This is an optimization exercise on Yosys and OpenROAD, whose aim is small area, a short achievable clock period and few clock cycles per item, not a production implementation. The RTL was checked by simulation tests, not by an equivalence proof against the original design.

## flow/design.v (module list and top-level ports; edited modules follow where they fit)
// module cmix_mixer: 496 lines
// module mul16_cs36: 844 lines
// module mul16_rcs: 844 lines
module cmix_mixer (
    input  wire        clk,
    input  wire        reset,
    input  wire [63:0] cmd,
    input  wire        cmd_valid,
    output wire        cmd_ready,
    output wire [31:0] rsp,
    output reg         rsp_valid
);
  // ...
==> flow/run.sh <==
#!/bin/bash
# synth_recipe.tcl (not shown) runs the flow's synth.tcl, then flattens the netlist and writes it again
# the make line also repeats each setting of config.mk as NAME=value (left out here)
make -C /OpenROAD-flow-scripts/flow DESIGN_CONFIG=/design/flow/config.mk WORK_HOME=/design/flow/orfs CLKGATE_MAP_FILE= SYNTH_SCRIPT=/design/flow/synth_recipe.tcl finish
==> flow/config.mk <==
export PLATFORM = sky130hd
export DESIGN_NAME = cmix_mixer
export DESIGN_NICKNAME = cmix_mixer
export VERILOG_FILES = /design/flow/design.v
export SDC_FILE = /design/flow/constraint.sdc
export NUM_CORES = 4
export LEC_CHECK = 0
export CAP_MARGIN = 20
export CORE_MARGIN = 2
export CORE_UTILIZATION = 40
export PLACE_DENSITY = 0.6
export SETUP_SLACK_MARGIN = 5
export SLEW_MARGIN = 20
==> flow/constraint.sdc <==
create_clock -name core_clock -period 17.0 [get_ports {clk}]
set_input_delay 3.4000 -clock core_clock [delete_from_list [all_inputs] [get_ports {clk}]]
set_output_delay 3.4000 -clock core_clock [all_outputs]
set_load 0.01 [all_outputs]
==> results.txt, run 1 <==
post-synthesis xor/xnor area fraction 0.02738; non-filler instance count after layout 40,510; R2R cell count 28; clk sinks 4,823; Die Ht 901.0 microns; top sig layer met5; most numerous cell in the Yosys netlist inv_1; Setup crit end kind register; Num CTS Buffers 554; Cell Area, Synth 321,800 sq um; Critical Path Source Type register; Post-DRT Antenna Nets 0; fraction of the mapped netlist area in simple logic gates 0.1164; fmax 0.1113 GHz; Non-Clock Buffer Count 609; Largest regs wcol: 2048 flops, racc: 288 flops, tcol: 256 flops; flop2flop setup slack 8.02 ns; run status complete, no violations; htree depth 6; setup bufs post-CTS 0; cts hold-fix bufs 0; CP Class reg2reg; Post-synth top cells inv_1 (4,577), fa_1 (3,487), edfxtp_1 (3,037); total grt overflow 0; Synth Area in Compound Gates 0.08122; Yosys Warn Count 53; CTS tree yes; critical path's top delay family compound AO/OA/AOI/OAI gates; r2r startpoint pf2; post-synthesis mux area share 0.02321; invs w/o clock 4,586; Seq cells post-synth 4,823; unrepaired setup endpoints after global routing no; GRT Overall Usage 0.2541; final-layout clock-cell area share 0.05441
Testbench counts, summed over its fixed seeds: cycles 62,480, bits 2,400.
==> module cmix_mixer, before the edit <==
module cmix_mixer (
    input  wire        clk,
    input  wire        reset,
    input  wire [63:0] cmd,
    input  wire        cmd_valid,
    output wire        cmd_ready,
    output wire [31:0] rsp,
    output reg         rsp_valid
);
    function [20:0] sq_tab(input [4:0] i);
        case (i)
            5'd0:  sq_tab = {12'd1,    9'd1};
            5'd1:  sq_tab = {12'd2,    9'd1};
            5'd2:  sq_tab = {12'd3,    9'd3};
            5'd3:  sq_tab = {12'd6,    9'd4};
            5'd4:  sq_tab = {12'd10,   9'd6};
            5'd5:  sq_tab = {12'd16,   9'd11};
            5'd6:  sq_tab = {12'd27,   9'd18};
            5'd7:  sq_tab = {12'd45,   9'd28};
            5'd8:  sq_tab = {12'd73,   9'd47};
            5'd9:  sq_tab = {12'd120,  9'd74};
            5'd10: sq_tab = {12'd194,  9'd116};
            5'd11: sq_tab = {12'd310,  9'd178};
            5'd12: sq_tab = {12'd488,  9'd259};
            5'd13: sq_tab = {12'd747,  9'd354};
            5'd14: sq_tab = {12'd1101, 9'd445};
            5'd15: sq_tab = {12'd1546, 9'd501};
            5'd16: sq_tab = {12'd2047, 9'd502};
            5'd17: sq_tab = {12'd2549, 9'd445};
            5'd18: sq_tab = {12'd2994, 9'd354};
            5'd19: sq_tab = {12'd3348, 9'd259};
            5'd20: sq_tab = {12'd3607, 9'd178};
            5'd21: sq_tab = {12'd3785, 9'd116};
            5'd22: sq_tab = {12'd3901, 9'd74};
            5'd23: sq_tab = {12'd3975, 9'd47};
            5'd24: sq_tab = {12'd4022, 9'd28};
            5'd25: sq_tab = {12'd4050, 9'd18};
            5'd26: sq_tab = {12'd4068, 9'd11};
            5'd27: sq_tab = {12'd4079, 9'd6};
            5'd28: sq_tab = {12'd4085, 9'd4};
            5'd29: sq_tab = {12'd4089, 9'd3};
            5'd30: sq_tab = {12'd4092, 9'd1};
            default: sq_tab = {12'd4093, 9'd1};
        endcase
    endfunction
    function [11:0] squash(input [17:0] q);
        reg [20:0] t;
        reg [19:0] m;
        begin
            t = sq_tab({~q[11], q[10:7]});
            m = {1'b0, t[20:9], 7'd64} + t[8:0] * q[6:0];
            if (q[17])
                squash = 12'd4095;
            else if (q[16])
                squash = 12'd0;
            else
                squash = m[18:7];
        end
    endfunction
    function signed [15:0] sat16_17(input signed [16:0] v);
        if (v[16] != v[15])
            sat16_17 = v[16] ? 16'sh8000 : 16'sh7fff;
        else
            sat16_17 = v[15:0];
    endfunction
    localparam integer CW = 6 + 16 + 24;
    wire [7:0]    i_op = cmd[63:56];
    wire [CW-1:0] i_f  = {i_op == 8'h01, i_op == 8'h40, i_op == 8'h42,
                          i_op == 8'h43, i_op == 8'h44, i_op == 8'h50,
                          cmd[39:24], cmd[23:0]};
    reg          s_v;
    reg [CW-1:0] s_f;
    reg          e_v;
    reg [CW-1:0] e_f;
    wire        e_sety = e_f[45];
    wire        e_add  = e_f[44];
    wire        e_set  = e_f[43];
    wire        e_p    = e_f[42];
    wire        e_upd  = e_f[41];
    wire        e_sq   = e_f[40];
    wire [15:0] e_pp   = e_f[39:24];
    wire [23:0] e_c    = e_f[23:0];
    assign cmd_ready = !s_v;
    reg         y;
    reg  [11:0] res;
    reg   [4:0] nx;
    reg   [3:0] base4;           
    reg   [2:0] ncxt;
    reg   [2:0] cxt [0:5];
    reg  [11:0] pr  [0:5];
    reg         nx2f;            
    reg  [11:0] base2;
    reg  signed [15:0] wx2 [0:5];
    reg  signed [15:0] tx2 [0:5];
    reg [127:0] wcol [0:15];
    reg  [15:0] tcol [0:15];
    reg  [15:0] vflag;           
    reg         ph1_rot, ph1_inpl, ph1_dot, ph1_first, ph1_even;
    reg   [1:0] ph1_src;         
    reg         ph1_pend;        
    reg   [2:0] ph1_j;           
    reg  [15:0] ph1_t;
    reg         ph2_rot, ph2_inpl, ph2_dot, ph2_first, ph2_even;
    reg   [1:0] ph2_src;
    reg   [5:0] ph2_lsel [0:7];  
    reg  [15:0] ph2_t;
    reg   [3:0] head;
    reg         tr_active;
    reg   [4:0] tr_n;
    reg   [2:0] tr_ncxt;
    reg   [2:0] tr_j;
    reg   [2:0] maxocc;
    reg   [2:0] occ [0:5];
    reg  signed [15:0] la_r [0:5];
    reg  signed [15:0] lb_r [0:5];
    reg         [31:0] lrow0 [0:5];   
    reg         [31:0] lrow1 [0:5];
    reg         [15:0] lr    [0:5];   
    reg         da_v, da_first, da_even, db_v, db_first, db_even;
    reg         [35:0] dps [0:7];      
    reg         [35:0] dpc [0:7];
    reg          [7:0] dneg_r;
    reg  signed [35:0] racc  [0:7];
    reg          [7:0] wflag;
    reg         [17:0] dp8   [0:7];   
    reg                dc_v;
    reg         pf1, pf2, pf3, pf4, pf5, pf6, pf7, pf8;
    reg  [23:0] q0, q1, q2;
    reg         p_tr;
    reg   [2:0] p_ncxt;
    reg  [17:0] psel_r [0:5];
    reg  signed [25:0] z;
    reg         [17:0] zbq, zoq;
    reg   [7:0] tk_v, tk_p;
    reg         t1_sq;
    reg  [17:0] t1_q;
    reg  [11:0] tk_val [2:8];
    reg   [8:2] tk_sq;
    integer s, v, k;
    wire p_busy    = pf1 | pf2 | pf3 | pf4 | pf5 | pf6 | pf7 | pf8;
    wire aligned   = (head == nx[3:0]);
    wire head_pend = tr_active && ({1'b0, head} < tr_n);
    wire last_sub  = (tr_j == maxocc);
    wire need_idle = e_v && (e_p || e_upd || e_set);
    wire want_add  = e_v && e_add && !nx[4] && aligned && !pf1;
    wire want_pad  = e_v && e_p && aligned && !tr_active && (nx[2:0] != 3'd0);
    wire auto_rot  = !aligned || (tr_active && need_idle);
    wire rot_req   = want_add || want_pad || auto_rot;
    wire inplace   = rot_req && head_pend && !last_sub;
    wire rot       = rot_req && !inplace;
    wire add_go    = want_add && !inplace;
    wire pad_go    = want_pad && !inplace;
    wire p_go   = e_v && e_p && aligned && !tr_active && (nx[2:0] == 3'd0) &&
                  !ph1_dot && !ph2_dot && !da_v && !db_v && !dc_v && !p_busy;
    wire upd_go = e_v && e_upd && aligned && !tr_active && !pf1 && !pf2;
    wire set_go = e_v && e_set && !tr_active;
    wire e_done = e_v && ((e_add && (nx[4] || add_go)) || p_go || upd_go || set_go ||
                          !(e_add || e_p || e_upd || e_set));
    wire e_free = !e_v || e_done;
    wire ynext = (e_v && e_sety) ? e_c[0] : y;
    reg  signed [15:0] err_n [0:5];
    wire signed [13:0] e2v  = $signed({1'b0, ynext, 12'd0}) - $signed({2'b00, base2});
    wire        [15:0] e2x3 = {{2{e2v[13]}}, e2v} + {{1{e2v[13]}}, e2v, 1'b0};
    wire        [15:0] e2r  = e2x3 + {15'd0, e2x3[15]};
    wire signed [15:0] err2_n = {e2r[15], e2r[15:1]};
    always @(*) begin
        for (s = 0; s < 6; s = s + 1)
            err_n[s] = ({2'b00, ynext, 12'd0} - {3'd0, pr[s]}) * 16'sd7;
    end
    reg [15:0] t_next;
    always @(*) begin
        case ({1'b0, ph2_rot} + {1'b0, ph1_rot} + {1'b0, rot})
            2'd0:    t_next = tcol[0];
            2'd1:    t_next = tcol[1];
            2'd2:    t_next = tcol[2];
            default: t_next = tcol[3];
        endcase
    end
    reg signed [15:0] wx2_n [0:5];
    always @(*) begin
        for (s = 0; s < 6; s = s + 1)
            wx2_n[s] = p_tr ? sat16_17({wx2[s][15], wx2[s]} + {lr[s][15], lr[s]})
                            : wx2[s];
    end
    reg  [15:0] stepv [0:7];
    reg  [15:0] win   [0:7];
    reg [127:0] wtr;
    reg  [16:0] wsum;
    always @(*) begin
        for (v = 0; v < 8; v = v + 1) begin
            stepv[v] = 16'd0;
            for (s = 0; s < 6; s = s + 1)
                if (ph2_lsel[v][s])
                    stepv[v] = stepv[v] | lr[s];
            win[v] = vflag[0] ? 16'd512 : wcol[0][16*v +: 16];
            wsum   = {win[v][15], win[v]} + {stepv[v][15], stepv[v]};
            wtr[16*v +: 16] = sat16_17(wsum);
        end
    end
    wire signed [15:0] t15 = tcol[15];
    reg  signed [35:0] dbase [0:7];
    reg  signed [35:0] dnext [0:7];
    always @(*) begin
        for (v = 0; v < 8; v = v + 1) begin
            if (db_first)
                dbase[v] = 36'sd0;
            else if (db_even)
                dbase[v] = {racc[v][35:8], 8'd0};
            else
                dbase[v] = racc[v];
            dnext[v] = dbase[v] + dps[v] + dpc[v]
                       - ((!db_even && wflag[v] && dneg_r[v]) ? 36'sh100000000 : 36'sd0);
        end
    end
    reg  signed [27:0] dpa;
    reg  signed [31:0] dp9;
    reg  signed [22:0] dpv;
    reg         [17:0] dp8_n [0:7];
    always @(*) begin
        for (v = 0; v < 8; v = v + 1) begin
            dpa = racc[v][35:8];
            dp9 = {{4{dpa[27]}}, dpa} + {{1{dpa[27]}}, dpa, 3'd0};
            dpv = dp9[31:9];
            dp8_n[v][17]   = (dpv >= 23'sd2047);
            dp8_n[v][16]   = (dpv <= -23'sd2047);
            dp8_n[v][15:0] = (dpv > 23'sd32767) ? 16'h7fff :
                             (dpv < -23'sd32768) ? 16'h8000 : dpv[15:0];
        end
    end
    wire [11:0] u0 = squash(pf8 ? zbq : pf2 ? psel_r[3] : psel_r[0]);
    wire [11:0] u1 = squash(pf8 ? zoq : pf2 ? psel_r[4] : psel_r[1]);
    wire [11:0] u2 = squash(pf2 ? psel_r[5] : psel_r[2]);
    wire [11:0] usq = squash(t1_q);
    wire [31:0] q0_n = dps[0][31:0] + dpc[0][31:0] + dps[1][31:0] + dpc[1][31:0];
    wire [31:0] q1_n = dps[2][31:0] + dpc[2][31:0] + dps[3][31:0] + dpc[3][31:0];
    wire [31:0] q2_n = dps[4][31:0] + dpc[4][31:0] + dps[5][31:0] + dpc[5][31:0];
    wire signed [25:0] zsum = $signed(q0) + $signed(q1) + $signed(q2);
    wire signed [31:0] z15  = {{6{z[25]}}, z} * 32'sd15;
    wire signed [18:0] zb   = z15[31:13];
    wire signed [16:0] zo   = z[25:9];
    wire [17:0] zbq_n = {zb >= 19'sd2047, zb <= -19'sd2047, zb[15:0]};
    wire [17:0] zoq_n = {zo >= 17'sd2047, zo <= -17'sd2047, zo[15:0]};
    wire signed [23:0] e_d = e_c;
    wire [17:0] e_q = {e_d >= 24'sd2047, e_d <= -24'sd2047, e_c[15:0]};
    reg [2:0] occ_n [0:5];
    reg [2:0] maxocc_n;
    always @(*) begin
        maxocc_n = 3'd0;
        for (s = 0; s < 6; s = s + 1) begin
            occ_n[s] = 3'd0;
            for (k = 0; k < 6; k = k + 1)
                if (k < s && cxt[k] == cxt[s])
                    occ_n[s] = occ_n[s] + 3'd1;
            if (s < ncxt && occ_n[s] > maxocc_n)
                maxocc_n = occ_n[s];
        end
    end
    wire [3:0] set_idx  = {1'b0, base4[2:0]} + {1'b0, e_c[2:0]};
    wire       set_ok   = (ncxt != 3'd6) && !base4[3] && !(|e_c[23:3]) && !set_idx[3];
    wire [4:0] base_sum = {1'b0, base4} + {1'b0, e_pp[3:0]};
    wire [3:0] base_new = ((|e_pp[15:3]) || base_sum[4] || base_sum[3]) ? 4'd8 : base_sum[3:0];
    wire [31:0] lr0_n [0:5];
    wire [31:0] lr1_n [0:5];
    wire [35:0] dps_n [0:7];
    wire [35:0] dpc_n [0:7];
    wire [15:0] dma   [0:7];
    wire [15:0] dmb   [0:7];
    genvar g;
    generate
        for (g = 0; g < 6; g = g + 1) begin : g_lane
            mul16_rcs u_mul (.a(la_r[g]), .b(lb_r[g]), .r0(lr0_n[g]), .r1(lr1_n[g]));
        end
        for (g = 0; g < 8; g = g + 1) begin : g_dot
            if (g < 6) begin : g_l2
                assign dma[g] = pf4 ? tx2[g] : tcol[15];
                assign dmb[g] = pf4 ? wx2[g] : wcol[15][16*g +: 16];
            end else begin : g_l1
                assign dma[g] = tcol[15];
                assign dmb[g] = wcol[15][16*g +: 16];
            end
            mul16_cs36 u_mul (.a(dma[g]), .b(dmb[g]), .r0(dps_n[g]), .r1(dpc_n[g]));
        end
    endgenerate
    always @(posedge clk) begin
        if (s_v) begin
            if (e_free) e_f <= s_f;
        end else if (cmd_valid) begin
            if (e_free) e_f <= i_f;
            else        s_f <= i_f;
        end
        ph1_pend  <= head_pend;
        ph1_j     <= tr_j;
        ph1_src   <= add_go ? 2'd1 : (pad_go ? 2'd2 : 2'd0);
        ph1_t     <= e_pp;
        ph1_first <= (nx == 5'd0);
        ph1_even  <= !nx[0];
        for (v = 0; v < 8; v = v + 1)
            for (s = 0; s < 6; s = s + 1)
                ph2_lsel[v][s] <= ph1_pend && s < tr_ncxt && cxt[s] == v && occ[s] == ph1_j;
        ph2_src   <= ph1_src;
        ph2_t     <= ph1_t;
        ph2_first <= ph1_first;
        ph2_even  <= ph1_even;
        if (ph2_rot) begin
            for (k = 0; k < 15; k = k + 1) begin
                wcol[k] <= wcol[k+1];
                tcol[k] <= tcol[k+1];
            end
            wcol[15] <= wtr;
            tcol[15] <= (ph2_src == 2'd1) ? ph2_t : (ph2_src == 2'd2) ? 16'd0 : tcol[0];
        end else if (ph2_inpl) begin
            wcol[0] <= wtr;
        end
        for (s = 0; s < 6; s = s + 1) begin
            lrow0[s] <= lr0_n[s];
            lrow1[s] <= lr1_n[s];
            lr[s]    <= lrow0[s][31:16] + lrow1[s][31:16] +
                        {15'd0, ({1'b0, lrow0[s][15:0]} + {1'b0, lrow1[s][15:0]}) >> 16};
            if (p_go)
                la_r[s] <= tx2[s];
            else
                la_r[s] <= t_next;
            if (p_go)
                lb_r[s] <= err2_n;
            else if (!tr_active)
                lb_r[s] <= err_n[s];
        end
        da_first <= ph2_first;
        da_even  <= ph2_even;
        db_first <= da_first;
        db_even  <= da_even;
        for (v = 0; v < 8; v = v + 1) begin
            dps[v]    <= dps_n[v];
            dpc[v]    <= dpc_n[v];
            dneg_r[v] <= (t15 == 16'sh8000) && (wcol[15][16*v +: 16] == 16'h8000);
            dp8[v]    <= dp8_n[v];
        end
        if (db_v) begin
            for (v = 0; v < 8; v = v + 1)
                racc[v] <= dnext[v];
            wflag <= dneg_r;
        end
        if (p_go) begin
            p_tr   <= nx2f;
            p_ncxt <= ncxt;
            for (s = 0; s < 6; s = s + 1)
                psel_r[s] <= (nx == 5'd0) ? 18'd0 : dp8[cxt[s]];
        end
        q0 <= q0_n[31:8];
        q1 <= q1_n[31:8];
        q2 <= q2_n[31:8];
        z  <= zsum;
        zbq <= zbq_n;
        zoq <= zoq_n;
        if (upd_go) begin
            for (s = 0; s < 6; s = s + 1)
                occ[s] <= occ_n[s];
            maxocc  <= maxocc_n;
            tr_n    <= nx;
            tr_ncxt <= ncxt;
        end
        tk_p   <= {tk_p[6:0], e_p};
        t1_sq  <= e_sq;
        t1_q   <= e_q;
        tk_sq[2] <= t1_sq;
        tk_val[2] <= usq;
        for (k = 3; k <= 8; k = k + 1) begin
            tk_sq[k]  <= tk_sq[k-1];
            tk_val[k] <= tk_val[k-1];
        end
        if (reset) begin
            s_v       <= 1'b0;
            e_v       <= 1'b0;
            y         <= 1'b0;
            res       <= 12'd0;
            nx        <= 5'd0;
            base4     <= 4'd0;
            ncxt      <= 3'd0;
            nx2f      <= 1'b0;
            base2     <= 12'd0;
            vflag     <= 16'hffff;
            head      <= 4'd0;
            ph1_rot   <= 1'b0;
            ph1_inpl  <= 1'b0;
            ph1_dot   <= 1'b0;
            ph2_rot   <= 1'b0;
            ph2_inpl  <= 1'b0;
            ph2_dot   <= 1'b0;
            tr_active <= 1'b0;
            tr_j      <= 3'd0;
            da_v      <= 1'b0;
            db_v      <= 1'b0;
            dc_v      <= 1'b0;
            pf1       <= 1'b0;
            pf2       <= 1'b0;
            pf3       <= 1'b0;
            pf4       <= 1'b0;
            pf5       <= 1'b0;
            pf6       <= 1'b0;
            pf7       <= 1'b0;
            pf8       <= 1'b0;
            tk_v      <= 8'd0;
            rsp_valid <= 1'b0;
            for (s = 0; s < 6; s = s + 1) begin
                wx2[s] <= 16'sh7fff;
                pr[s]  <= 12'd0;
                cxt[s] <= 3'd0;
            end
        end else begin
            if (s_v) begin
                if (e_free) begin
                    s_v <= 1'b0;
                    e_v <= 1'b1;
                end
            end else if (cmd_valid) begin
                if (e_free) e_v <= 1'b1;
                else        s_v <= 1'b1;
            end else if (e_done) begin
                e_v <= 1'b0;
            end
            tk_v      <= {tk_v[6:0], e_done};
            rsp_valid <= tk_v[7];
            if (tk_v[7]) begin
                if (tk_p[7])
                    res <= u1;
                else if (tk_sq[8])
                    res <= tk_val[8];
            end
            ph1_rot  <= rot;
            ph1_inpl <= inplace;
            ph1_dot  <= add_go;
            ph2_rot  <= ph1_rot;
            ph2_inpl <= ph1_inpl;
            ph2_dot  <= ph1_dot;
            if (rot) begin
                head <= head + 4'd1;
                tr_j <= 3'd0;
                if (head_pend && {1'b0, head} == tr_n - 5'd1)
                    tr_active <= 1'b0;
            end else if (inplace) begin
                tr_j <= tr_j + 3'd1;
            end
            if (add_go || pad_go)
                nx <= nx + 5'd1;
            if (ph2_rot)
                vflag <= {1'b0, vflag[15:1]};
            else if (ph2_inpl)
                vflag[0] <= 1'b0;
            da_v <= ph2_dot;
            db_v <= da_v;
            dc_v <= db_v;
            if (e_v && e_sety)
                y <= e_c[0];
            if (set_go && set_ok) begin
                cxt[ncxt] <= set_idx[2:0];
                ncxt      <= ncxt + 3'd1;
                base4     <= base_new;
            end
            if (upd_go) begin
                if (ncxt != 3'd0 && nx != 5'd0)
                    tr_active <= 1'b1;
                nx    <= 5'd0;
                base4 <= 4'd0;
                ncxt  <= 3'd0;
            end
            pf1 <= p_go;
            pf2 <= pf1;
            pf3 <= pf2;
            pf4 <= pf3;
            pf5 <= pf4;
            pf6 <= pf5;
            pf7 <= pf6;
            pf8 <= pf7;
            if (p_go)
                nx2f <= 1'b1;
            if (pf1) begin
                for (s = 0; s < 6; s = s + 1)
                    tx2[s] <= (s < p_ncxt) ? $signed(psel_r[s][15:0]) : 16'sd0;
                if (p_ncxt > 3'd0) pr[0] <= u0;
                if (p_ncxt > 3'd1) pr[1] <= u1;
                if (p_ncxt > 3'd2) pr[2] <= u2;
            end
            if (pf3)
                for (s = 0; s < 6; s = s + 1)
                    wx2[s] <= wx2_n[s];
            if (pf2) begin
                if (p_ncxt > 3'd3) pr[3] <= u0;
                if (p_ncxt > 3'd4) pr[4] <= u1;
                if (p_ncxt > 3'd5) pr[5] <= u2;
            end
            if (pf8)
                base2 <= u0;
        end
    end
    assign rsp = {20'd0, res};
endmodule
==> run 2: changes to the inputs <==
--- a/flow/design.v
+++ b/flow/design.v
@@ -43,20 +43,55 @@
             default: sq_tab = {12'd4093, 9'd1};
         endcase
     endfunction
-    function [11:0] squash(input [17:0] q);
-        reg [20:0] t;
-        reg [19:0] m;
+    function [29:0] sq_pre(input [17:0] q);
+        sq_pre = {q[17], q[16], sq_tab({~q[11], q[10:7]}), q[6:0]};
+    endfunction
+    function [11:0] sq_post(input [29:0] p);
+        reg [39:0] r0, r1, r2, r3, r4, r5, r6, r7;
+        reg [79:0] t1, t2, t3, t4, t5, t6;
+        reg [39:0] m;
         begin
-            t = sq_tab({~q[11], q[10:7]});
-            m = {1'b0, t[20:9], 7'd64} + t[8:0] * q[6:0];
-            if (q[17])
-                squash = 12'd4095;
-            else if (q[16])
-                squash = 12'd0;
+            r0 = p[0] ? {31'd0, p[15:7]}       : 40'd0;
+            r1 = p[1] ? {30'd0, p[15:7], 1'd0} : 40'd0;
+            r2 = p[2] ? {29'd0, p[15:7], 2'd0} : 40'd0;
+            r3 = p[3] ? {28'd0, p[15:7], 3'd0} : 40'd0;
+            r4 = p[4] ? {27'd0, p[15:7], 4'd0} : 40'd0;
+            r5 = p[5] ? {26'd0, p[15:7], 5'd0} : 40'd0;
+            r6 = p[6] ? {25'd0, p[15:7], 6'd0} : 40'd0;
+            r7 = {21'd0, p[27:16], 7'd64};
+            t1 = csa40(r0, r1, r2);
+            t2 = csa40(r3, r4, r5);
+            t3 = csa40(r6, r7, t1[39:0]);
+            t4 = csa40(t1[79:40], t2[39:0], t2[79:40]);
+            t5 = csa40(t3[39:0], t3[79:40], t4[39:0]);
+            t6 = csa40(t5[39:0], t5[79:40], t4[79:40]);
+            m  = ks40(t6[39:0], t6[79:40]);
+            if (p[29])
+                sq_post = 12'd4095;
+            else if (p[28])
+                sq_post = 12'd0;
             else
-                squash = m[18:7];
+                sq_post = m[18:7];
         end
     endfunction
+    function [39:0] ks40(input [39:0] a, input [39:0] b);
+        reg [39:0] g, p, x;
+        integer i, d;
+        begin
+            g = a & b;
+            p = a ^ b;
+            x = p;
+            for (d = 1; d < 40; d = d * 2)
+                for (i = 39; i >= d; i = i - 1) begin
+                    g[i] = g[i] | (p[i] & g[i-d]);
+                    p[i] = p[i] & p[i-d];
+                end
+            ks40 = x ^ {g[38:0], 1'b0};
+        end
+    endfunction
+    function [79:0] csa40(input [39:0] a, input [39:0] b, input [39:0] c);
+        csa40 = {((a & b) | (a & c) | (b & c)) << 1, a ^ b ^ c};
+    endfunction
     function signed [15:0] sat16_17(input signed [16:0] v);
         if (v[16] != v[15])
             sat16_17 = v[16] ? 16'sh8000 : 16'sh7fff;
@@ -80,7 +115,10 @@
     wire        e_sq   = e_f[40];
     wire [15:0] e_pp   = e_f[39:24];
     wire [23:0] e_c    = e_f[23:0];
-    assign cmd_ready = !s_v;
+    reg rst_r;
+    reg rsp_v_r;
+    assign cmd_ready = !s_v && !rst_r;
+    always @(*) rsp_valid = rsp_v_r && !rst_r;
     reg         y;
     reg  [11:0] res;
     reg   [4:0] nx;
@@ -102,7 +140,6 @@
     reg  [15:0] ph1_t;
     reg         ph2_rot, ph2_inpl, ph2_dot, ph2_first, ph2_even;
     reg   [1:0] ph2_src;
-    reg   [5:0] ph2_lsel [0:7];  
     reg  [15:0] ph2_t;
     reg   [3:0] head;
     reg         tr_active;
@@ -111,12 +148,17 @@
     reg   [2:0] tr_j;
     reg   [2:0] maxocc;
     reg   [2:0] occ [0:5];
+    reg   [2:0] occ_p [0:5];     
+    reg   [2:0] maxocc_p;
+    reg         set_last;        
     reg  signed [15:0] la_r [0:5];
     reg  signed [15:0] lb_r [0:5];
     reg         [31:0] lrow0 [0:5];   
     reg         [31:0] lrow1 [0:5];
-    reg         [15:0] lr    [0:5];   
-    reg         da_v, da_first, da_even, db_v, db_first, db_even;
+    reg         [15:0] stepv_r [0:7];  
+    reg         da_v, da_first, da_even, db_v, db_even;
+    reg         ph1_mask, ph2_mask, da_mask, db_mask;
+    reg         part;            
     reg         [35:0] dps [0:7];      
     reg         [35:0] dpc [0:7];
     reg          [7:0] dneg_r;
@@ -125,18 +167,33 @@
     reg         [17:0] dp8   [0:7];   
     reg                dc_v;
     reg         pf1, pf2, pf3, pf4, pf5, pf6, pf7, pf8;
+    reg         pf4b;            
+    reg         pf8b;            
     reg  [23:0] q0, q1, q2;
     reg         p_tr;
     reg   [2:0] p_ncxt;
-    reg  [17:0] psel_r [0:5];
+    reg  [29:0] psel_r [0:5];    
+    reg  [15:0] ptx2_r [0:5];    
     reg  signed [25:0] z;
-    reg         [17:0] zbq, zoq;
+    reg         [29:0] zbp, zop;
     reg   [7:0] tk_v, tk_p;
     reg         t1_sq;
-    reg  [17:0] t1_q;
+    reg  [29:0] t1_q;
     reg  [11:0] tk_val [2:8];
     reg   [8:2] tk_sq;
     integer s, v, k;
+    reg  [15:0] lr_n    [0:5];
+    reg  [15:0] stepv_n [0:7];
+    always @(*) begin
+        for (s = 0; s < 6; s = s + 1)
+            lr_n[s] = ks40({8'd0, lrow0[s]}, {8'd0, lrow1[s]}) >> 16;
+        for (v = 0; v < 8; v = v + 1) begin
+            stepv_n[v] = 16'd0;
+            for (s = 0; s < 6; s = s + 1)
+                if (pf2 ? (s == v) : (ph1_pend && s < tr_ncxt && cxt[s] == v && occ[s] == ph1_j))
+                    stepv_n[v] = stepv_n[v] | lr_n[s];
+        end
+    end
     wire p_busy    = pf1 | pf2 | pf3 | pf4 | pf5 | pf6 | pf7 | pf8;
     wire aligned   = (head == nx[3:0]);
     wire head_pend = tr_active && ({1'b0, head} < tr_n);
@@ -152,7 +209,7 @@
     wire pad_go    = want_pad && !inplace;
     wire p_go   = e_v && e_p && aligned && !tr_active && (nx[2:0] == 3'd0) &&
                   !ph1_dot && !ph2_dot && !da_v && !db_v && !dc_v && !p_busy;
-    wire upd_go = e_v && e_upd && aligned && !tr_active && !pf1 && !pf2;
+    wire upd_go = e_v && e_upd && aligned && !tr_active && !pf1 && !set_last;
     wire set_go = e_v && e_set && !tr_active;
     wire e_done = e_v && ((e_add && (nx[4] || add_go)) || p_go || upd_go || set_go ||
                           !(e_add || e_p || e_upd || e_set));
@@ -179,69 +236,82 @@
     reg signed [15:0] wx2_n [0:5];
     always @(*) begin
         for (s = 0; s < 6; s = s + 1)
-            wx2_n[s] = p_tr ? sat16_17({wx2[s][15], wx2[s]} + {lr[s][15], lr[s]})
+            wx2_n[s] = p_tr ? sat16_17(ks40({{24{wx2[s][15]}}, wx2[s]},
+                                            {{24{stepv_r[s][15]}}, stepv_r[s]}))
                             : wx2[s];
     end
-    reg  [15:0] stepv [0:7];
     reg  [15:0] win   [0:7];
     reg [127:0] wtr;
     reg  [16:0] wsum;
     always @(*) begin
         for (v = 0; v < 8; v = v + 1) begin
-            stepv[v] = 16'd0;
-            for (s = 0; s < 6; s = s + 1)
-                if (ph2_lsel[v][s])
-                    stepv[v] = stepv[v] | lr[s];
             win[v] = vflag[0] ? 16'd512 : wcol[0][16*v +: 16];
-            wsum   = {win[v][15], win[v]} + {stepv[v][15], stepv[v]};
+            wsum   = ks40({{24{win[v][15]}}, win[v]}, {{24{stepv_r[v][15]}}, stepv_r[v]});
             wtr[16*v +: 16] = sat16_17(wsum);
         end
     end
     wire signed [15:0] t15 = tcol[15];
     reg  signed [35:0] dbase [0:7];
     reg  signed [35:0] dnext [0:7];
+    reg         [79:0] acs1, acs2;
+    reg         [39:0] dsum;
     always @(*) begin
         for (v = 0; v < 8; v = v + 1) begin
-            if (db_first)
-                dbase[v] = 36'sd0;
-            else if (db_even)
-                dbase[v] = {racc[v][35:8], 8'd0};
-            else
-                dbase[v] = racc[v];
-            dnext[v] = dbase[v] + dps[v] + dpc[v]
-                       - ((!db_even && wflag[v] && dneg_r[v]) ? 36'sh100000000 : 36'sd0);
+            dbase[v] = {racc[v][35:8], db_mask ? 8'd0 : racc[v][7:0]};
+            acs1 = csa40({4'd0, dbase[v]}, {4'd0, dps[v]}, {4'd0, dpc[v]});
+            acs2 = csa40(acs1[39:0], acs1[79:40],
+                         (!db_even && wflag[v] && dneg_r[v]) ? 40'h0F00000000 : 40'd0);
+            dsum     = ks40(acs2[39:0], acs2[79:40]);
+            dnext[v] = dsum[35:0];
         end
     end
     reg  signed [27:0] dpa;
     reg  signed [31:0] dp9;
+    reg         [39:0] dp9x;
     reg  signed [22:0] dpv;
     reg         [17:0] dp8_n [0:7];
     always @(*) begin
         for (v = 0; v < 8; v = v + 1) begin
             dpa = racc[v][35:8];
-            dp9 = {{4{dpa[27]}}, dpa} + {{1{dpa[27]}}, dpa, 3'd0};
-            dpv = dp9[31:9];
-            dp8_n[v][17]   = (dpv >= 23'sd2047);
-            dp8_n[v][16]   = (dpv <= -23'sd2047);
-            dp8_n[v][15:0] = (dpv > 23'sd32767) ? 16'h7fff :
-                             (dpv < -23'sd32768) ? 16'h8000 : dpv[15:0];
+            dp9x = ks40({{12{dpa[27]}}, dpa}, {{9{dpa[27]}}, dpa, 3'd0});
+            dpv = dp9x[31:9];
+            dp8_n[v][17]   = !dpv[22] && ((|dpv[21:11]) || (&dpv[10:0]));
+            dp8_n[v][16]   = dpv[22] && (!(&dpv[21:11]) || (dpv[10:1] == 10'd0));
+            dp8_n[v][15:0] = (!dpv[22] && (|dpv[21:15])) ? 16'h7fff :
+                             (dpv[22] && !(&dpv[21:15])) ? 16'h8000 : dpv[15:0];
         end
     end
-    wire [11:0] u0 = squash(pf8 ? zbq : pf2 ? psel_r[3] : psel_r[0]);
-    wire [11:0] u1 = squash(pf8 ? zoq : pf2 ? psel_r[4] : psel_r[1]);
-    wire [11:0] u2 = squash(pf2 ? psel_r[5] : psel_r[2]);
-    wire [11:0] usq = squash(t1_q);
-    wire [31:0] q0_n = dps[0][31:0] + dpc[0][31:0] + dps[1][31:0] + dpc[1][31:0];
-    wire [31:0] q1_n = dps[2][31:0] + dpc[2][31:0] + dps[3][31:0] + dpc[3][31:0];
-    wire [31:0] q2_n = dps[4][31:0] + dpc[4][31:0] + dps[5][31:0] + dpc[5][31:0];
-    wire signed [25:0] zsum = $signed(q0) + $signed(q1) + $signed(q2);
-    wire signed [31:0] z15  = {{6{z[25]}}, z} * 32'sd15;
-    wire signed [18:0] zb   = z15[31:13];
-    wire signed [16:0] zo   = z[25:9];
-    wire [17:0] zbq_n = {zb >= 19'sd2047, zb <= -19'sd2047, zb[15:0]};
-    wire [17:0] zoq_n = {zo >= 17'sd2047, zo <= -17'sd2047, zo[15:0]};
-    wire signed [23:0] e_d = e_c;
-    wire [17:0] e_q = {e_d >= 24'sd2047, e_d <= -24'sd2047, e_c[15:0]};
+    wire [11:0] u0 = sq_post(pf8 ? zbp : psel_r[0]);
+    wire [11:0] u1 = sq_post(pf8b ? zop : psel_r[1]);
+    wire [11:0] u2 = sq_post(psel_r[2]);
+    wire [11:0] u3 = sq_post(psel_r[3]);
+    wire [11:0] u4 = sq_post(psel_r[4]);
+    wire [11:0] u5 = sq_post(psel_r[5]);
+    wire [11:0] usq = sq_post(t1_q);
+    function [31:0] add4(input [31:0] a, input [31:0] b, input [31:0] c, input [31:0] d);
+        reg [79:0] t1, t2;
+        reg [39:0] m;
+        begin
+            t1 = csa40({8'd0, a}, {8'd0, b}, {8'd0, c});
+            t2 = csa40(t1[39:0], t1[79:40], {8'd0, d});
+            m  = ks40(t2[39:0], t2[79:40]);
+            add4 = m[31:0];
+        end
+    endfunction
+    wire [31:0] q0_n = add4(dps[0][31:0], dpc[0][31:0], dps[1][31:0], dpc[1][31:0]);
+    wire [31:0] q1_n = add4(dps[2][31:0], dpc[2][31:0], dps[3][31:0], dpc[3][31:0]);
+    wire [31:0] q2_n = add4(dps[4][31:0], dpc[4][31:0], dps[5][31:0], dpc[5][31:0]);
+    wire [31:0] zsum32 = add4({{8{q0[23]}}, q0}, {{8{q1[23]}}, q1}, {{8{q2[23]}}, q2}, 32'd0);
+    wire signed [25:0] zsum = zsum32[25:0];
+    wire [31:0] z15  = add4({{2{z[25]}}, z, 4'd0}, ~{{6{z[25]}}, z}, 32'd1, 32'd0);
+    wire [18:0] zb   = z15[31:13];
+    wire [16:0] zo   = z[25:9];
+    wire [17:0] zbq_n = {!zb[18] && ((|zb[17:11]) || (&zb[10:0])),
+                         zb[18] && (!(&zb[17:11]) || (zb[10:1] == 10'd0)), zb[15:0]};
+    wire [17:0] zoq_n = {!zo[16] && ((|zo[15:11]) || (&zo[10:0])),
+                         zo[16] && (!(&zo[15:11]) || (zo[10:1] == 10'd0)), zo[15:0]};
+    wire [17:0] e_q = {!e_c[23] && ((|e_c[22:11]) || (&e_c[10:0])),
+                       e_c[23] && (!(&e_c[22:11]) || (e_c[10:1] == 10'd0)), e_c[15:0]};
     reg [2:0] occ_n [0:5];
     reg [2:0] maxocc_n;
     always @(*) begin
@@ -273,7 +343,7 @@
         for (g = 0; g < 8; g = g + 1) begin : g_dot
             if (g < 6) begin : g_l2
                 assign dma[g] = pf4 ? tx2[g] : tcol[15];
-                assign dmb[g] = pf4 ? wx2[g] : wcol[15][16*g +: 16];
+                assign dmb[g] = pf4b ? wx2[g] : wcol[15][16*g +: 16];
             end else begin : g_l1
                 assign dma[g] = tcol[15];
                 assign dmb[g] = wcol[15][16*g +: 16];
@@ -284,7 +354,7 @@
     always @(posedge clk) begin
         if (s_v) begin
             if (e_free) e_f <= s_f;
-        end else if (cmd_valid) begin
+        end else if (cmd_valid && cmd_ready) begin
             if (e_free) e_f <= i_f;
             else        s_f <= i_f;
         end
@@ -294,9 +364,6 @@
         ph1_t     <= e_pp;
         ph1_first <= (nx == 5'd0);
         ph1_even  <= !nx[0];
-        for (v = 0; v < 8; v = v + 1)
-            for (s = 0; s < 6; s = s + 1)
-                ph2_lsel[v][s] <= ph1_pend && s < tr_ncxt && cxt[s] == v && occ[s] == ph1_j;
         ph2_src   <= ph1_src;
         ph2_t     <= ph1_t;
         ph2_first <= ph1_first;
@@ -314,8 +381,6 @@
         for (s = 0; s < 6; s = s + 1) begin
             lrow0[s] <= lr0_n[s];
             lrow1[s] <= lr1_n[s];
-            lr[s]    <= lrow0[s][31:16] + lrow1[s][31:16] +
-                        {15'd0, ({1'b0, lrow0[s][15:0]} + {1'b0, lrow1[s][15:0]}) >> 16};
             if (p_go)
                 la_r[s] <= tx2[s];
             else
@@ -325,9 +390,14 @@
             else if (!tr_active)
                 lb_r[s] <= err_n[s];
         end
+        for (v = 0; v < 8; v = v + 1)
+            stepv_r[v] <= stepv_n[v];
         da_first <= ph2_first;
         da_even  <= ph2_even;
-        db_first <= da_first;
+        ph1_mask <= !nx[0] && part && (nx != 5'd0);
+        ph2_mask <= ph1_mask;
+        da_mask  <= ph2_mask;
+        db_mask  <= da_mask;
         db_even  <= da_even;
         for (v = 0; v < 8; v = v + 1) begin
             dps[v]    <= dps_n[v];
@@ -337,38 +407,49 @@
         end
         if (db_v) begin
             for (v = 0; v < 8; v = v + 1)
-                racc[v] <= dnext[v];
+                racc[v] <= db_even ? dnext[v] : {dnext[v][35:8], 8'd0};
             wflag <= dneg_r;
+        end else if (da_v && da_first) begin
+            for (v = 0; v < 8; v = v + 1)
+                racc[v] <= 36'sd0;
         end
         if (p_go) begin
             p_tr   <= nx2f;
             p_ncxt <= ncxt;
-            for (s = 0; s < 6; s = s + 1)
-                psel_r[s] <= (nx == 5'd0) ? 18'd0 : dp8[cxt[s]];
+            for (s = 0; s < 6; s = s + 1) begin
+                psel_r[s] <= sq_pre((nx == 5'd0) ? 18'd0 : dp8[cxt[s]]);
+                ptx2_r[s] <= (nx == 5'd0 || s >= ncxt) ? 16'd0 : dp8[cxt[s]][15:0];
+            end
         end
+        pf4b <= pf3;
+        pf8b <= pf7;
         q0 <= q0_n[31:8];
         q1 <= q1_n[31:8];
         q2 <= q2_n[31:8];
         z  <= zsum;
-        zbq <= zbq_n;
-        zoq <= zoq_n;
+        zbp <= sq_pre(zbq_n);
+        zop <= sq_pre(zoq_n);
+        for (s = 0; s < 6; s = s + 1)
+            occ_p[s] <= occ_n[s];
+        maxocc_p <= maxocc_n;
         if (upd_go) begin
             for (s = 0; s < 6; s = s + 1)
-                occ[s] <= occ_n[s];
-            maxocc  <= maxocc_n;
+                occ[s] <= occ_p[s];
+            maxocc  <= maxocc_p;
             tr_n    <= nx;
             tr_ncxt <= ncxt;
         end
         tk_p   <= {tk_p[6:0], e_p};
         t1_sq  <= e_sq;
-        t1_q   <= e_q;
+        t1_q   <= sq_pre(e_q);
         tk_sq[2] <= t1_sq;
         tk_val[2] <= usq;
         for (k = 3; k <= 8; k = k + 1) begin
             tk_sq[k]  <= tk_sq[k-1];
             tk_val[k] <= tk_val[k-1];
         end
-        if (reset) begin
+        rst_r <= reset;
+        if (rst_r) begin
             s_v       <= 1'b0;
             e_v       <= 1'b0;
             y         <= 1'b0;
@@ -391,6 +472,8 @@
             da_v      <= 1'b0;
             db_v      <= 1'b0;
             dc_v      <= 1'b0;
+            set_last  <= 1'b0;
+            part      <= 1'b0;
             pf1       <= 1'b0;
             pf2       <= 1'b0;
             pf3       <= 1'b0;
@@ -400,7 +483,7 @@
             pf7       <= 1'b0;
             pf8       <= 1'b0;
             tk_v      <= 8'd0;
-            rsp_valid <= 1'b0;
+            rsp_v_r <= 1'b0;
             for (s = 0; s < 6; s = s + 1) begin
                 wx2[s] <= 16'sh7fff;
                 pr[s]  <= 12'd0;
@@ -412,14 +495,14 @@
                     s_v <= 1'b0;
                     e_v <= 1'b1;
                 end
-            end else if (cmd_valid) begin
+            end else if (cmd_valid && cmd_ready) begin
                 if (e_free) e_v <= 1'b1;
                 else        s_v <= 1'b1;
             end else if (e_done) begin
                 e_v <= 1'b0;
             end
             tk_v      <= {tk_v[6:0], e_done};
-            rsp_valid <= tk_v[7];
+            rsp_v_r <= tk_v[7];
             if (tk_v[7]) begin
                 if (tk_p[7])
                     res <= u1;
@@ -442,6 +525,8 @@
             end
             if (add_go || pad_go)
                 nx <= nx + 5'd1;
+            if (add_go)
+                part <= !nx[0];
             if (ph2_rot)
                 vflag <= {1'b0, vflag[15:1]};
             else if (ph2_inpl)
@@ -451,6 +536,7 @@
             dc_v <= db_v;
             if (e_v && e_sety)
                 y <= e_c[0];
+            set_last <= set_go;
             if (set_go && set_ok) begin
                 cxt[ncxt] <= set_idx[2:0];
                 ncxt      <= ncxt + 3'd1;
@@ -475,19 +561,17 @@
                 nx2f <= 1'b1;
             if (pf1) begin
                 for (s = 0; s < 6; s = s + 1)
-                    tx2[s] <= (s < p_ncxt) ? $signed(psel_r[s][15:0]) : 16'sd0;
+                    tx2[s] <= ptx2_r[s];
                 if (p_ncxt > 3'd0) pr[0] <= u0;
                 if (p_ncxt > 3'd1) pr[1] <= u1;
                 if (p_ncxt > 3'd2) pr[2] <= u2;
+                if (p_ncxt > 3'd3) pr[3] <= u3;
+                if (p_ncxt > 3'd4) pr[4] <= u4;
+                if (p_ncxt > 3'd5) pr[5] <= u5;
             end
             if (pf3)
                 for (s = 0; s < 6; s = s + 1)
                     wx2[s] <= wx2_n[s];
-            if (pf2) begin
-                if (p_ncxt > 3'd3) pr[3] <= u0;
-                if (p_ncxt > 3'd4) pr[4] <= u1;
-                if (p_ncxt > 3'd5) pr[5] <= u2;
-            end
             if (pf8)
                 base2 <= u0;
         end
==> run 2 against run 1 <==
  * Still clean
  * Die area up 3.7%
  * Clock-buffer cell count is 45 higher
  * Hold slack lost 0.0032 ns
  * Critical path depth shrank 9
  * Non-clock buffer count is 87 higher
  * Final cell count up 4.3%
  * Critical path type unchanged
  * Highest routed layer unchanged
==> results.txt, run 2 <==
Worst Hold Class reg2reg (unchanged); Post-synth top cells inv_1 (3,884), fa_1 (3,583), edfxtp_1 (3,205) (was inv_1 (4,577), fa_1 (3,487), edfxtp_1 (3,037)); setup bufs post-CTS 0 (unchanged); Num CTS Buffers 574 (was 554); slowest stage delay, CP 1.17 ns (was 0.67 ns); cts hold-fix bufs 0 (unchanged); DRC 0 (unchanged); DR vias 229,633 (was 217,109); Largest regs wcol: 2048 flops, racc: 288 flops, tcol: 256 flops (unchanged); Site Rows 335 (was 329); worst path required time 17.98 ns (was 17.97 ns); post-DP HPWL 863.6 mm (was 803.3 mm); Synth Flop Type edfxtp_1 (unchanged); most numerous cell in the Yosys netlist inv_1 (unchanged); Max-slew headroom 0.04365 (was 0.1271); hold slack 0.3085 ns (was 0.3117 ns); core area 832,000 sq um (was 802,300 sq um); routed len/inst 26.64 microns (was 25.76 microns); Yosys Warn Count 57 (was 53); Critical Path Source Type register (unchanged); 1st-iter DRT viols 22,565 (was 20,555); Tcrit/Tclk final 0.4268 (was 0.5284); Critical Path Slowest Stage Cell a221oi_4 (was buf_4); CTS root buf clkbuf_16 (unchanged); CTS max path bufs 4 (unchanged); Crit path depth 19 (was 28); Hold Vio Cnt, Final 0 (unchanged); cell chain of the critical path ha_1 > ha_1 > ha_1 > inv_1 > a2111oi_1 > a221oi_4 > o21ai_2 > o21a_1 > nor2_1 > xnor2_1 > buf_4 > inv_1 > ha_1 > or3b_2 > nor4_1 > nand3_1 > nand3_1 > nor3_1 > nor3_1; Post-synth EDFFs 3,205 (was 3,037); number of global-route vias before repair 231,056 (was 220,003); Final Slew Violations 0 (unchanged); Setup crit end kind register (unchanged); drt total wl 1125 mm (was 1043 mm); fmax 0.1378 GHz (was 0.1113 GHz); Data arrival, critical path 8.24 ns (was 9.95 ns); htree depth 6 (unchanged); Routability Congestion 1.045 (was 0.9992); IO Port Bufs 64 (unchanged); R2R cell count 19 (was 28); crit path from z[9] (was pf2); Reg clk slew, reported paths 0.06 ns (about the same); CTS tree yes (unchanged); most frequent cells in the layout inv_1 (3,882), fa_1 (3,583), edfxtp_1 (3,205) (was inv_1 (4,575), fa_1 (3,486), edfxtp_1 (3,037)); HP Start da_even (was t1_sq); Resized Gates After CTS 0 (unchanged); r2r startpoint z[9] (was pf2); Critical Path Fanout Max 14 (was 45); post-layout util 0.4460 (was 0.4434); unrepaired setup endpoints after global routing no (unchanged); max-cap violation count 0 (unchanged); CP Buf/Inv Count 3 (was 6); Mapped Avg Cell Area 11.14 sq um (was 10.99 sq um); critical path's top delay family adder cells (was compound AO/OA/AOI/OAI gates); io pins 101 (unchanged); antenna violations before repair 210 (was 157); Largest register FFs 2,048 (unchanged); Die X 917.7 microns (was 901.0 microns); DIE AREA 842,100 sq um (was 811,800 sq um); GRT Overall Usage 0.2632 (was 0.2541); Syn-to-layout area delta 11.12% (was 10.53%); Area contributors post-synth edfxtp_1 (29%), fa_1 (21%), dfxtp_1 (11%) (was edfxtp_1 (28%), fa_1 (22%), dfxtp_1 (11%)); Cell Area, Synth 333,900 sq um (was 321,800 sq um); Post-DRT Antenna Nets 0 (unchanged); Area after DPL 350,400 sq um (was 335,900 sq um); largest net degree at the start of global routing 193 (was 184); post-route cell area 371,100 sq um (was 355,700 sq um); Post-Synthesis Cells 29,966 (was 29,287); largest register by flop count wcol (unchanged); most common cell after layout, fill and taps aside inv_1 (unchanged); run status complete, no violations (unchanged); Seq cells post-synth 5,046 (was 4,823); asr flop ratio synth 0 (unchanged); fin crit period 7.255 ns (was 8.983 ns); first-pass iteration count of the detailed router 8 (was 11); vias per cell 5.436 (was 5.359); Die Ht 917.7 microns (was 901.0 microns); Netlist cell types 109 (was 111); clk sinks 5,046 (was 4,823); total grt overflow 0 (unchanged); cell taking the most area after synthesis edfxtp_1 (unchanged); first-pass GRT wire length 1616 mm (was 1513 mm); crit-path most repeated cell ha_1; Fin Clk Skew 0.07397 ns (was 0.09008 ns); Final Setup Violations 0 (unchanged); Layout Nets 35,775 (was 34,730); CP Class reg2reg (unchanged); Seq/Total Area, Yosys 0.3986 (was 0.3945); clk latency of the worst-skew pair 1.17 ns (about the same); share of layout cells above drive strength 1 0.07773 (was 0.07097); initial core utilization 0.4013 (was 0.4011); hold path cells 0 (unchanged); Synth top area share 0.2882 (was 0.2834); Worst Max-Slew Pin Slew 1.435 ns (was 1.309 ns)
run 2: cell count changes after synthesis, sizes merged, moves of 92 or more:
cell,before,now
a22oi,472,82
and2,1627,1778
edfxtp,3037,3205
fa,3487,3583
ha,1869,1967
inv,4581,3887
nand2,1848,2031
nand2b,402,251
nand3,398,293
nor2,2135,2565
xor2,365,457
run 2: layout make-up:
type | count | area (sq um)
Fill cell | 77010 | 461000
Multi-Input combinational cell | 19948 | 183300
Sequential cell | 5046 | 133100
Clock buffer | 753 | 16060
Inverter | 3892 | 14630
Tap cell | 11121 | 13910
Timing Repair Buffer | 696 | 5580
Clock inverter | 311 | 3224
Antenna cell | 476 | 1191
run 2: worst reg2reg max path, stage by stage (launching register included):
cell	delay (ns)
dfxtp_1	1.07
ha_1	0.83
ha_1	0.37
ha_1	0.37
inv_1	0.08
a2111oi_1	0.07
a221oi_4	1.17
o21ai_2	0.32
o21a_1	0.26
nor2_1	0.10
xnor2_1	0.08
buf_4	0.19
inv_1	0.25
ha_1	0.36
or3b_2	0.47
nor4_1	0.27
nand3_1	0.12
nand3_1	0.11
nor3_1	0.04
nor3_1	0.53
run 2: path summary, 6_finish.rpt:
kind	end	slack [ns]
max	zbp[28]	9.75
min	db_even	0.31
max reg2reg	zbp[28]	9.75
min reg2reg	db_even	0.31
run 2: cells by family after synthesis:
family / Yosys count / synth area share
buf+inv: 4991 / 0.05640
mux: 615 / 0.02231
compound gates: 4300 / 0.08478
xor+xnor: 1032 / 0.02709
flops: 5046 / 0.3986
other cells: 1 / 0.00001123
fa+ha+maj: 5571 / 0.2891
simple gates: 8410 / 0.1217
run 2: per-layer routing:
metal | vias to the layer above | GRT usage | part of all wire
met4 | 76 | 0.1536 | 0.070
met1 | 117017 | 0.3505 | 0.41
met5 | - | 0.0001684 | 0.00051
met2 | 9469 | 0.3888 | 0.43
li1 | 100860 | - | -
met3 | 2211 | 0.06827 | 0.092
run 2: metrics by stage:
| stage | TNS, ns | setup WS (ns) | instances |
|---|---|---|---|
| after floorplan | -20.22 | -0.2608 | 29985 |
| after global placement | 0 | 9.835 | 40691 |
| after detailed placement | 0 | 9.955 | 40697 |
| after CTS | 0 | 9.868 | 41761 |
| after global routing | 0 | 9.335 | 42161 |
| final | 0 | 9.745 | 42243 |
Testbench counts of run 2, summed over its fixed seeds: cycles 62,488, bits 2,400.
==> run 3: changes to the inputs <==
--- a/flow/design.v
+++ b/flow/design.v
@@ -149,8 +149,9 @@
     reg   [2:0] maxocc;
     reg   [2:0] occ [0:5];
     reg   [2:0] occ_p [0:5];     
-    reg   [2:0] maxocc_p;
+    reg   [2:0] maxocc_p;        
     reg         set_last;        
+    reg         set_last2;       
     reg  signed [15:0] la_r [0:5];
     reg  signed [15:0] lb_r [0:5];
     reg         [31:0] lrow0 [0:5];   
@@ -209,7 +210,7 @@
     wire pad_go    = want_pad && !inplace;
     wire p_go   = e_v && e_p && aligned && !tr_active && (nx[2:0] == 3'd0) &&
                   !ph1_dot && !ph2_dot && !da_v && !db_v && !dc_v && !p_busy;
-    wire upd_go = e_v && e_upd && aligned && !tr_active && !pf1 && !set_last;
+    wire upd_go = e_v && e_upd && aligned && !tr_active && !pf1 && !set_last && !set_last2;
     wire set_go = e_v && e_set && !tr_active;
     wire e_done = e_v && ((e_add && (nx[4] || add_go)) || p_go || upd_go || set_go ||
                           !(e_add || e_p || e_upd || e_set));
@@ -321,8 +322,8 @@
             for (k = 0; k < 6; k = k + 1)
                 if (k < s && cxt[k] == cxt[s])
                     occ_n[s] = occ_n[s] + 3'd1;
-            if (s < ncxt && occ_n[s] > maxocc_n)
-                maxocc_n = occ_n[s];
+            if (s < ncxt && occ_p[s] > maxocc_n)
+                maxocc_n = occ_p[s];
         end
     end
     wire [3:0] set_idx  = {1'b0, base4[2:0]} + {1'b0, e_c[2:0]};
@@ -473,6 +474,7 @@
             db_v      <= 1'b0;
             dc_v      <= 1'b0;
             set_last  <= 1'b0;
+            set_last2 <= 1'b0;
             part      <= 1'b0;
             pf1       <= 1'b0;
             pf2       <= 1'b0;
@@ -536,7 +538,8 @@
             dc_v <= db_v;
             if (e_v && e_sety)
                 y <= e_c[0];
-            set_last <= set_go;
+            set_last  <= set_go;
+            set_last2 <= set_last;
             if (set_go && set_ok) begin
                 cxt[ncxt] <= set_idx[2:0];
                 ncxt      <= ncxt + 3'd1;
--- a/flow/config.mk
+++ b/flow/config.mk
@@ -5,9 +5,9 @@
 export SDC_FILE = /design/flow/constraint.sdc
 export NUM_CORES = 4
 export LEC_CHECK = 0
-export CAP_MARGIN = 20
+export CAP_MARGIN = 50
 export CORE_MARGIN = 2
 export CORE_UTILIZATION = 40
 export PLACE_DENSITY = 0.6
 export SETUP_SLACK_MARGIN = 5
-export SLEW_MARGIN = 20
+export SLEW_MARGIN = 70
==> run 3 against run 2 <==
  * Still clean on timing, DRC and antenna
  * Hold slack got worse by 0.0092 ns
  * Sequential share of layout area fell by 1.0 points
  * Clock skew rose by 0.052 ns
  * Utilization rose by 1.5 points
  * Synthesized cell count fell by 0.28%
  * Clock-buffer cell count fell by 30
  * Critical path depth did not move
  * Sequential cell count rose by 1
  * Maximum frequency rose by 11%
==> results.txt, run 3 <==
run status complete, no violations (unchanged); Reg clk slew, reported paths 0.06 ns (about the same); Num CTS Buffers 575 (was 574); Final Slew Violations 0 (unchanged); CTS max path bufs 4 (unchanged); Largest register FFs 2,048 (unchanged); Mapped Avg Cell Area 11.15 sq um (was 11.14 sq um); initial core utilization 0.4010 (was 0.4013); fin crit period 6.533 ns (was 7.255 ns); Resized Gates After CTS 0 (unchanged); max-cap violation count 0 (unchanged); Final Setup Violations 0 (unchanged); Post-DRT Antenna Nets 0 (unchanged); core area 831,200 sq um (was 832,000 sq um); DR vias 232,117 (was 229,633); unrepaired setup endpoints after global routing no (unchanged); most numerous cell in the Yosys netlist inv_1 (unchanged); Die X 916.8 microns (was 917.7 microns); Post-Synthesis Cells 29,881 (was 29,966); DIE AREA 840,500 sq um (was 842,100 sq um); Syn-to-layout area delta 14.89% (was 11.12%); Largest regs wcol: 2048 flops, racc: 288 flops, tcol: 256 flops (unchanged); Setup crit end kind register (unchanged); Critical Path Source Type register (unchanged); Worst R2R End racc[1][32] (was zbp[28]); final worst slack 10.47 ns (was 9.745 ns); Layout Nets 36,478 (was 35,775); Hold Vio Cnt, Final 0 (unchanged); flop2flop setup slack 10.47 ns (was 9.75 ns); CTS root buf clkbuf_16 (unchanged); Die Ht 916.8 microns (was 917.7 microns); asr flop ratio synth 0 (unchanged); most common cell after layout, fill and taps aside inv_1 (unchanged); htree depth 6 (unchanged); Site Rows 335 (unchanged); post-layout util 0.4607 (was 0.4460); most frequent cells in the layout inv_1 (3,938), fa_1 (3,583), edfxtp_1 (3,205) (was inv_1 (3,882), fa_1 (3,583), edfxtp_1 (3,205)); vias per cell 5.443 (was 5.436); CP endpoint racc[1][32] (was zbp[28]); io pins 101 (unchanged); 1st-iter DRT viols 22,754 (was 22,565); first-pass iteration count of the detailed router 8 (unchanged); clk sinks 5,047 (was 5,046); Synth Flop Type edfxtp_1 (unchanged); Critical Path Fanout Max 24 (was 14); Synth top area share 0.2888 (was 0.2882); largest register by flop count wcol (unchanged); share of layout cells above drive strength 1 0.1272 (was 0.07773); Tcrit/Tclk final 0.3843 (was 0.4268); R2R cell count 19 (unchanged); CTS tree yes (unchanged); worst path required time 17.86 ns (was 17.98 ns); GRT Overall Usage 0.2662 (was 0.2632); Place WS 10.48 ns (was 9.955 ns); Worst Max-Slew Pin Slew 0.5467 ns (was 1.435 ns); Worst Hold Class reg2reg (unchanged); hold slack 0.2993 ns (was 0.3085 ns); routed len/inst 26.59 microns (was 26.64 microns); cell taking the most area after synthesis edfxtp_1 (unchanged); clk latency of the worst-skew pair 1.17 ns (about the same); Data arrival, critical path 7.39 ns (was 8.24 ns); number of global-route vias before repair 235,143 (was 231,056); crit path from db_mask (was z[9]); largest net degree at the start of global routing 59 (was 193); drt total wl 1134 mm (was 1125 mm); Seq cells post-synth 5,047 (was 5,046); DRC 0 (unchanged); Area contributors post-synth edfxtp_1 (29%), fa_1 (22%), dfxtp_1 (11%) (was edfxtp_1 (29%), fa_1 (21%), dfxtp_1 (11%)); Yosys Warn Count 57 (unchanged); Seq/Total Area, Yosys 0.3994 (was 0.3986); Post-synth top cells inv_1 (3,945), fa_1 (3,584), edfxtp_1 (3,205) (was inv_1 (3,884), fa_1 (3,583), edfxtp_1 (3,205)); cts hold-fix bufs 0 (unchanged); first-pass GRT wire length 1639 mm (was 1616 mm); IO Port Bufs 64 (unchanged); CP Class reg2reg (unchanged); Cell Area, Synth 333,300 sq um (was 333,900 sq um); total grt overflow 0 (unchanged); Routability Congestion 1.010 (was 1.045); setup bufs post-CTS 0 (unchanged); antenna violations before repair 172 (was 210); Netlist cell types 104 (was 109); r2r startpoint db_mask (was z[9]); Post-synth EDFFs 3,205 (unchanged); Fin Clk Skew 0.1259 ns (was 0.07397 ns); Max-slew headroom 0.6356 (was 0.04365); fmax 0.1531 GHz (was 0.1378 GHz); post-DP HPWL 883.4 mm (was 863.6 mm)
==> run 3: routing by layer <==
| metal | vias to the layer above | wire [microns] | global-route usage |
|---|---|---|---|
| li1 | 101526 | - | - |
| met1 | 118629 | 476500 | 0.3622 |
| met2 | 9557 | 479000 | 0.3917 |
| met3 | 2321 | 103100 | 0.06704 |
| met4 | 84 | 74740 | 0.1428 |
| met5 | - | 589 | 0.0003958 |
==> run 3: per-stage QoR <==
step                      setup TNS, ns  std cells  area (sq um)
after detailed placement              0      41372        361500
final                                 0      42646        382900
after global placement                0      40657        349900
after global routing                  0      42575        382700
after CTS                             0      42436        381200
after floorplan                  -1.246      29900        333500
==> run 3: critical path, stage by stage (launching register included) <==
cell and delay [ns]:
dfxtp_4 0.57, buf_4 0.41, buf_6 0.34, nor2b_1 0.13, fa_1 0.49, ha_1 0.30, ha_1 0.23, fa_1 0.41
a21o_1 0.18, a21oi_1 0.36, o21bai_1 0.16, a41oi_1 0.31, o21ai_1 0.20, a2111oi_2 0.50, o31a_1 0.33, o31ai_1 0.15
o41a_1 0.45, a311o_1 0.40, o21ai_0 0.16, a21oi_1 0.07
==> run 3: area by class of cell <==
cell class                 count  area, sq um
sequential                  5047       133500
antenna                      177        442.9
inverter                    3954        14870
fill                       75517       448300
multi-input combinational  19828       187700
clock inverter               341         3870
clock buffer                 723        15790
timing repair buffer        1455        12900
tap                        11121        13910
==> run 3: logic make-up after synthesis <==
| logic type | count (synthesis) | synth area share |
|---|---|---|
| simple gates | 8167 | 0.1184 |
| compound gates | 4367 | 0.08388 |
| buf+inv | 5025 | 0.05691 |
| xor+xnor | 1006 | 0.02648 |
| mux | 674 | 0.02448 |
| other cells | 1 | 0.00001125 |
| flops | 5047 | 0.3994 |
| fa+ha+maj | 5594 | 0.2904 |
==> run 3: worst min path at each step <==
stage | from | to | cells after the start
CTS | tk_val[3][0] | tk_val[4][0] | 0
finish | tk_val[3][0] | tk_val[4][0] | 0
floorplan | ph2_even | da_even | 0
global placement | tk_val[6][9] | tk_val[7][9] | 0
detailed placement | ph1_t[5] | ph2_t[5] | 0
global route | tk_val[2][8] | tk_val[3][8] | 0
Testbench counts of run 3, summed over its fixed seeds: cycles 62,488, bits 2,400.

-- separate check: timing with driven ports --
Ports are ideal in the flow. The routed layouts listed here were re-timed in OpenROAD.
Step 1, drivers: a clkbuf_16 drives clk and a buf_2 each remaining input, both assumed.
Step 2 also shifts input and output timing later by t, the mid clock arrival at the registers, as if the neighbouring blocks saw the same clock.
Three values: ideal ports, drivers, drivers and shift; two values: the first two.
run | shift t [ns] | setup WS [ns] | worst setup path after step 2 | slew at the worst register clock pin (ns)
run 1 | 1.248 | 8.017 / 8.017 / 8.017 | register to register | 0.08 / 0.08
run 2 | 1.260 | 9.745 / 9.745 / 9.745 | register to register | 0.08 / 0.08
run 3 | 1.256 | 10.467 / 10.467 / 10.467 | register to register | 0.07 / 0.07
After both steps every run listed still meets setup and hold.
